From an optimization exercise on the open Yosys and OpenROAD flow, aimed at small area, a short achievable clock period and few clock cycles per item; shortcuts taken in it are not production practice. The RTL was checked by simulation tests, not by an equivalence proof against the original design. No activity file was given, so power comes from the tool's default toggle rates.

== the previous run ==
// nco_phase_step
module nco_phase_step (
    input  wire        clk,
    input  wire        rst,         
    input  wire        in_valid,
    output wire        in_ready,
    input  wire [63:0] phase_in,
    input  wire [63:0] inc_in,
    output wire        out_valid,
    output reg  [63:0] phase_out,
    output reg  [31:0] p_out
);
    localparam [63:0] NAN64 = 64'h7FF8000000000000;
    localparam [31:0] NAN32 = 32'h7FC00000;
    localparam [53:0] YM1   = {1'b0, 1'b1, 52'h921FB54442D18};    
    localparam [53:0] YM2   = {1'b1, 52'h921FB54442D18, 1'b0};    
    reg         ready_q;
    assign in_ready = ready_q;
    wire accept = in_valid & ready_q;
    wire [10:0] i_ae = phase_in[62:52];
    wire [10:0] i_be = inc_in[62:52];
    wire in_slow = (i_ae >= 11'd1026) | (i_be >= 11'd1026) | (phase_in[63] ^ inc_in[63]);
    wire        i_gth = i_be[10:5] >  i_ae[10:5];
    wire        i_eqh = i_be[10:5] == i_ae[10:5];
    wire        i_gtl = i_be[4:0]  >  i_ae[4:0];
    reg         r0_valid, r0_slow, r0_gth, r0_eqh, r0_gtl;
    reg  [63:0] r0_a, r0_b;
    always @(posedge clk) begin
        r0_valid <= ~rst & accept;
        r0_slow  <= in_slow;
        r0_a     <= phase_in;
        r0_b     <= inc_in;
        r0_gth   <= i_gth;
        r0_eqh   <= i_eqh;
        r0_gtl   <= i_gtl;
    end
    wire [10:0] a_e = r0_a[62:52];
    wire [10:0] b_e = r0_b[62:52];
    wire        swap  = r0_gth | (r0_eqh & r0_gtl);     
    wire [10:0] a_ee = {a_e[10:1], a_e[0] | (a_e[10:1] == 10'd0)};
    wire [10:0] b_ee = {b_e[10:1], b_e[0] | (b_e[10:1] == 10'd0)};
    wire [10:0] d_ab = a_ee - b_ee;
    wire [10:0] d_ba = b_ee - a_ee;
    wire [5:0]  c_ab = (d_ab[10:6] != 5'd0) ? 6'd63 : d_ab[5:0];
    wire [5:0]  c_ba = (d_ba[10:6] != 5'd0) ? 6'd63 : d_ba[5:0];
    wire [62:0] bgo   = swap ? r0_b[62:0] : r0_a[62:0];
    wire [62:0] sml   = swap ? r0_a[62:0] : r0_b[62:0];
    wire        eff_sub = r0_a[63] ^ r0_b[63];
  ...
==> flow/config.mk <==
export PLATFORM = sky130hd
export DESIGN_NAME = nco_phase_step
export DESIGN_NICKNAME = nco_phase_step
export VERILOG_FILES = /design/flow/design.v
export SDC_FILE = /design/flow/constraint.sdc
export NUM_CORES = 4
export LEC_CHECK = 0
export CAP_MARGIN = 20
export CORE_MARGIN = 2
export CORE_UTILIZATION = 60
export SLEW_MARGIN = 20
==> flow/constraint.sdc <==
create_clock -name core_clock -period 25.0 [get_ports {clk}]
set_input_delay 5.0000 -clock core_clock [delete_from_list [all_inputs] [get_ports {clk}]]
set_output_delay 5.0000 -clock core_clock [all_outputs]
set_load 0.01 [all_outputs]
standard.sh (not shown) runs the stock make flow with config.mk's settings and CLKGATE_MAP_FILE= SYNTH_SCRIPT=/design/flow/synth_recipe.tcl, a recipe that flattens the netlist after the stock synthesis.
==> flow/flow/run.sh <==
#!/bin/bash
# The standard layout with two changes: buf_2 cells as the port buffers
# in place of the cell the resizer picks by default, and the resizer's
# setup repair asked to keep 19 ns of slack, which it would otherwise not
# try for at this clock period. The make output goes to standard.log; each
# ORFS step keeps its own log under orfs/logs/.
set -euo pipefail
bash standard.sh "BUFFER_PORTS_ARGS=-buffer_cell sky130_fd_sc_hd__buf_2" \
    SETUP_SLACK_MARGIN=19 finish > standard.log 2>&1
Testbench counts of the previous run, summed over its fixed seeds: cycles 3,248, items 3,200.
Edits applied to the flow inputs when going from the previous run to the current run:
diff --git a/flow/design.v b/flow/design.v
--- a/flow/design.v
+++ b/flow/design.v
@@ -186,32 +186,28 @@
             r3_s    <= (r2_s ^ neg) & ~r2_zero;
             r3_e    <= r2_zero ? 11'd1 : c_e;
             r3_m    <= c_m;
             r3_fm   <= ~r2_zero & c_ge25;
             r3_d26  <= ~r2_zero & c_ge26;
             r3_lp   <= c_lp;
             r3_nc   <= c_nc;
         end
     end
-    wire [10:0] ksub = 11'd897 - r3_e;
-    reg         r4_valid, r4_nan, r4_s, r4_fm, r4_sub;
+    reg         r4_valid, r4_nan, r4_s, r4_fm;
     reg  [52:0] r4_r;
     reg  [10:0] r4_eb;
-    reg  [4:0]  r4_ks;
     always @(posedge clk) begin
         r4_valid <= ~rst & r3_valid & ~loop;
         r4_nan   <= r3_nan;
         r4_s     <= r3_s;
         r4_fm    <= r3_fm;
-        r4_sub   <= ~r3_fm & ~(r3_m[52] & (r3_e >= 11'd897));
         r4_r     <= r;
         r4_eb    <= r3_fm ? 11'd1025 : r3_e;
-        r4_ks    <= (r3_e <= 11'd871) ? 5'd26 : ksub[4:0];
     end
     function automatic [6:0] lzc64(input [63:0] v);
         reg [1:0] c2 [0:31];
         reg [2:0] c4 [0:15];
         reg [3:0] c8 [0:7];
         reg [4:0] c16 [0:3];
         reg [5:0] c32 [0:1];
         integer i;
         begin
@@ -233,18 +229,21 @@
     wire [5:0]  lz = r4_fm ? lzr : 6'd0;
     wire [52:0] sh32 = lz[5] ? {r4_r[20:0], 32'd0} : r4_r;
     wire [52:0] sh16 = lz[4] ? {sh32[36:0], 16'd0} : sh32;
     wire [52:0] sh8  = lz[3] ? {sh16[44:0], 8'd0}  : sh16;
     wire [52:0] sh4  = lz[2] ? {sh8[48:0], 4'd0}   : sh8;
     wire [52:0] sh2  = lz[1] ? {sh4[50:0], 2'd0}   : sh4;
     wire [52:0] mn   = lz[0] ? {sh2[51:0], 1'd0}   : sh2;
     wire [10:0] en = r4_eb - {5'd0, lz};
     wire [63:0] ph = r4_nan ? NAN64 : {r4_s, mn[52] ? en : 11'd0, mn[51:0]};
+    wire        r4_sub = ~r4_fm & ~(r4_r[52] & (r4_eb >= 11'd897));
+    wire [10:0] ksub   = 11'd897 - r4_eb;
+    wire [4:0]  r4_ks  = (r4_eb <= 11'd871) ? 5'd26 : ksub[4:0];
     reg  [25:0] ts;
     integer     lv2;
     always @(*) begin
         ts = {r4_r[52:29], r4_r[28], r4_r[27:0] != 28'd0};
         for (lv2 = 0; lv2 < 5; lv2 = lv2 + 1) begin
             if (r4_ks[lv2])
                 ts = {26'd0, ts} >> (1 << lv2) |
                      {25'd0, (ts & ((26'd1 << (1 << lv2)) - 26'd1)) != 26'd0};
         end
Notes after the runs:
No stage failed in the current run, and the final checks on the layout all came back clean.
Lower wire length on met3 goes to the previous run over the current run.
Final net count was lower in the run labelled the current run.
Changes observed in the current run relative to the previous run: weighted congestion at the end of routability-driven global placement decreased by 0.030 relative to the old numbers; number of non-filler instances in the completed layout decreased by 2.1% relative to the old numbers.
Taking the previous run as the reference, in the current run clock latency reported for the late side of the worst-skew pair held steady, via count of the first global-routing pass down about 0.8%, sequential power lower, clock-buffer cell count moved up.
Area enclosed by the die boundary, the current run and the previous run: larger value in the previous run
Re combinational group share of total power: the current run is 0.2 points down on the previous run.
Testbench counts of the current run, summed over its fixed seeds: cycles 3,248, items 3,200.

Another version of the RTL of nco_phase_step (not shown whole).
Size in the first run: roughly 5100 cells after synthesis, ~580 flip-flops, about 230 I/O pins, ~0.040 sq mm of cells after synthesis.
==> flow/config.mk <==
export PLATFORM = sky130hd
export DESIGN_NAME = nco_phase_step
export DESIGN_NICKNAME = nco_phase_step
export VERILOG_FILES = /design/flow/design.v
export SDC_FILE = /design/flow/constraint.sdc
export NUM_CORES = 4
export LEC_CHECK = 0
export CAP_MARGIN = 20
export CORE_MARGIN = 2
export CORE_UTILIZATION = 40
export SLEW_MARGIN = 20
==> flow/constraint.sdc <==
create_clock -name core_clock -period 25.0 [get_ports {clk}]
set_input_delay 5.0000 -clock core_clock [delete_from_list [all_inputs] [get_ports {clk}]]
set_output_delay 5.0000 -clock core_clock [all_outputs]
set_load 0.01 [all_outputs]
run.sh (not shown) runs the stock make flow with config.mk's settings and CLKGATE_MAP_FILE= SYNTH_SCRIPT=/design/flow/synth_recipe.tcl, a recipe that flattens the netlist after the stock synthesis.
Stock flow here: none of the scripts above is used.
Testbench counts at the start, summed over its fixed seeds: cycles 3,248, items 3,200.
==> next run, changes <==
--- a/flow/design.v
+++ b/flow/design.v
@@ -15,42 +15,35 @@
     localparam [53:0] YM2   = {1'b1, 52'h921FB54442D18, 1'b0};    
     reg         ready_q;
     assign in_ready = ready_q;
     wire accept = in_valid & ready_q;
     wire [10:0] i_ae = phase_in[62:52];
     wire [10:0] i_be = inc_in[62:52];
     wire in_slow = (i_ae >= 11'd1026) | (i_be >= 11'd1026) | (phase_in[63] ^ inc_in[63]);
-    wire        i_gth = i_be[10:5] >  i_ae[10:5];
-    wire        i_eqh = i_be[10:5] == i_ae[10:5];
-    wire        i_gtl = i_be[4:0]  >  i_ae[4:0];
-    reg         r0_valid, r0_slow, r0_gth, r0_eqh, r0_gtl;
+    reg         r0_valid, r0_slow;
     reg  [63:0] r0_a, r0_b;
     always @(posedge clk) begin
         r0_valid <= ~rst & accept;
         r0_slow  <= in_slow;
         r0_a     <= phase_in;
         r0_b     <= inc_in;
-        r0_gth   <= i_gth;
-        r0_eqh   <= i_eqh;
-        r0_gtl   <= i_gtl;
     end
     wire [10:0] a_e = r0_a[62:52];
     wire [10:0] b_e = r0_b[62:52];
-    wire        swap  = r0_gth | (r0_eqh & r0_gtl);     
-    wire [10:0] a_ee = {a_e[10:1], a_e[0] | (a_e[10:1] == 10'd0)};
-    wire [10:0] b_ee = {b_e[10:1], b_e[0] | (b_e[10:1] == 10'd0)};
-    wire [10:0] d_ab = a_ee - b_ee;
+    wire [10:0] a_ee = (a_e == 11'd0) ? 11'd1 : a_e;
+    wire [10:0] b_ee = (b_e == 11'd0) ? 11'd1 : b_e;
+    wire [11:0] d_ab = {1'b0, a_ee} - {1'b0, b_ee};
     wire [10:0] d_ba = b_ee - a_ee;
-    wire [5:0]  c_ab = (d_ab[10:6] != 5'd0) ? 6'd63 : d_ab[5:0];
-    wire [5:0]  c_ba = (d_ba[10:6] != 5'd0) ? 6'd63 : d_ba[5:0];
+    wire        swap  = d_ab[11];                  
     wire        equal = r0_b[62:0] == r0_a[62:0];
     wire [62:0] bgo   = swap ? r0_b[62:0] : r0_a[62:0];
     wire [62:0] sml   = swap ? r0_a[62:0] : r0_b[62:0];
     wire        eff_sub = r0_a[63] ^ r0_b[63];
-    wire [5:0]  d     = swap ? c_ba : c_ab;
+    wire [10:0] dd    = swap ? d_ba : d_ab[10:0];
+    wire [5:0]  d     = (dd > 11'd63) ? 6'd63 : dd[5:0];
     reg  [55:0] ca;
     integer     lv;
     always @(*) begin
         ca  = {sml[62:52] != 11'd0, sml[51:0], 3'b000};
         for (lv = 3; lv < 6; lv = lv + 1)
             if (d[lv]) ca = ca >> (1 << lv);
     end
Effect:
- final area came out higher by 2.4%
- hold slack stays flat
- cell count climbs by 2.9%
- synthesized cell count grows by 3.2%
- first-iteration DRC count falls by 14%
- die area came out higher by 3.2%
- wire length rises by 3.5%
- global-route usage is about the same
- total power decreases by 0.96%
- sequential share of layout area falls by 0.73 points
Testbench counts after the change, summed over its fixed seeds: cycles 3,248, items 3,200.

-- what the ideal ports hide --
The flow's constraints put no driver on any port. The routed layouts listed below were extracted and timed again, unchanged, in two steps.
Step 1, drivers: a clkbuf_16 drives clk and a buf_2 each remaining input, both assumed.
Step 2, shift: input delay + t, output delay - t, t = (earliest + latest rising clock arrival at the registers) / 2. This alone moves slack from input paths to output paths.
a / b / c = no drivers / after step 1 / after step 2; a / b = the first two.
run	t, ns	setup slack, ns	worst setup path after step 2
the previous run	0.712	18.847 / 18.776 / 18.805	input to register
the current run	0.709	18.849 / 18.779 / 18.821	input to register
the first run of note 2	0.708	18.191 / 18.191 / 18.148	input to register
the second run of note 2	0.711	17.848 / 17.848 / 17.848	register to register
After both steps setup and hold are still met in every run listed. The setup slack of the first run of note 2, which loses most, moves by 0.000 ns with the drivers and by -0.043 ns with both steps.
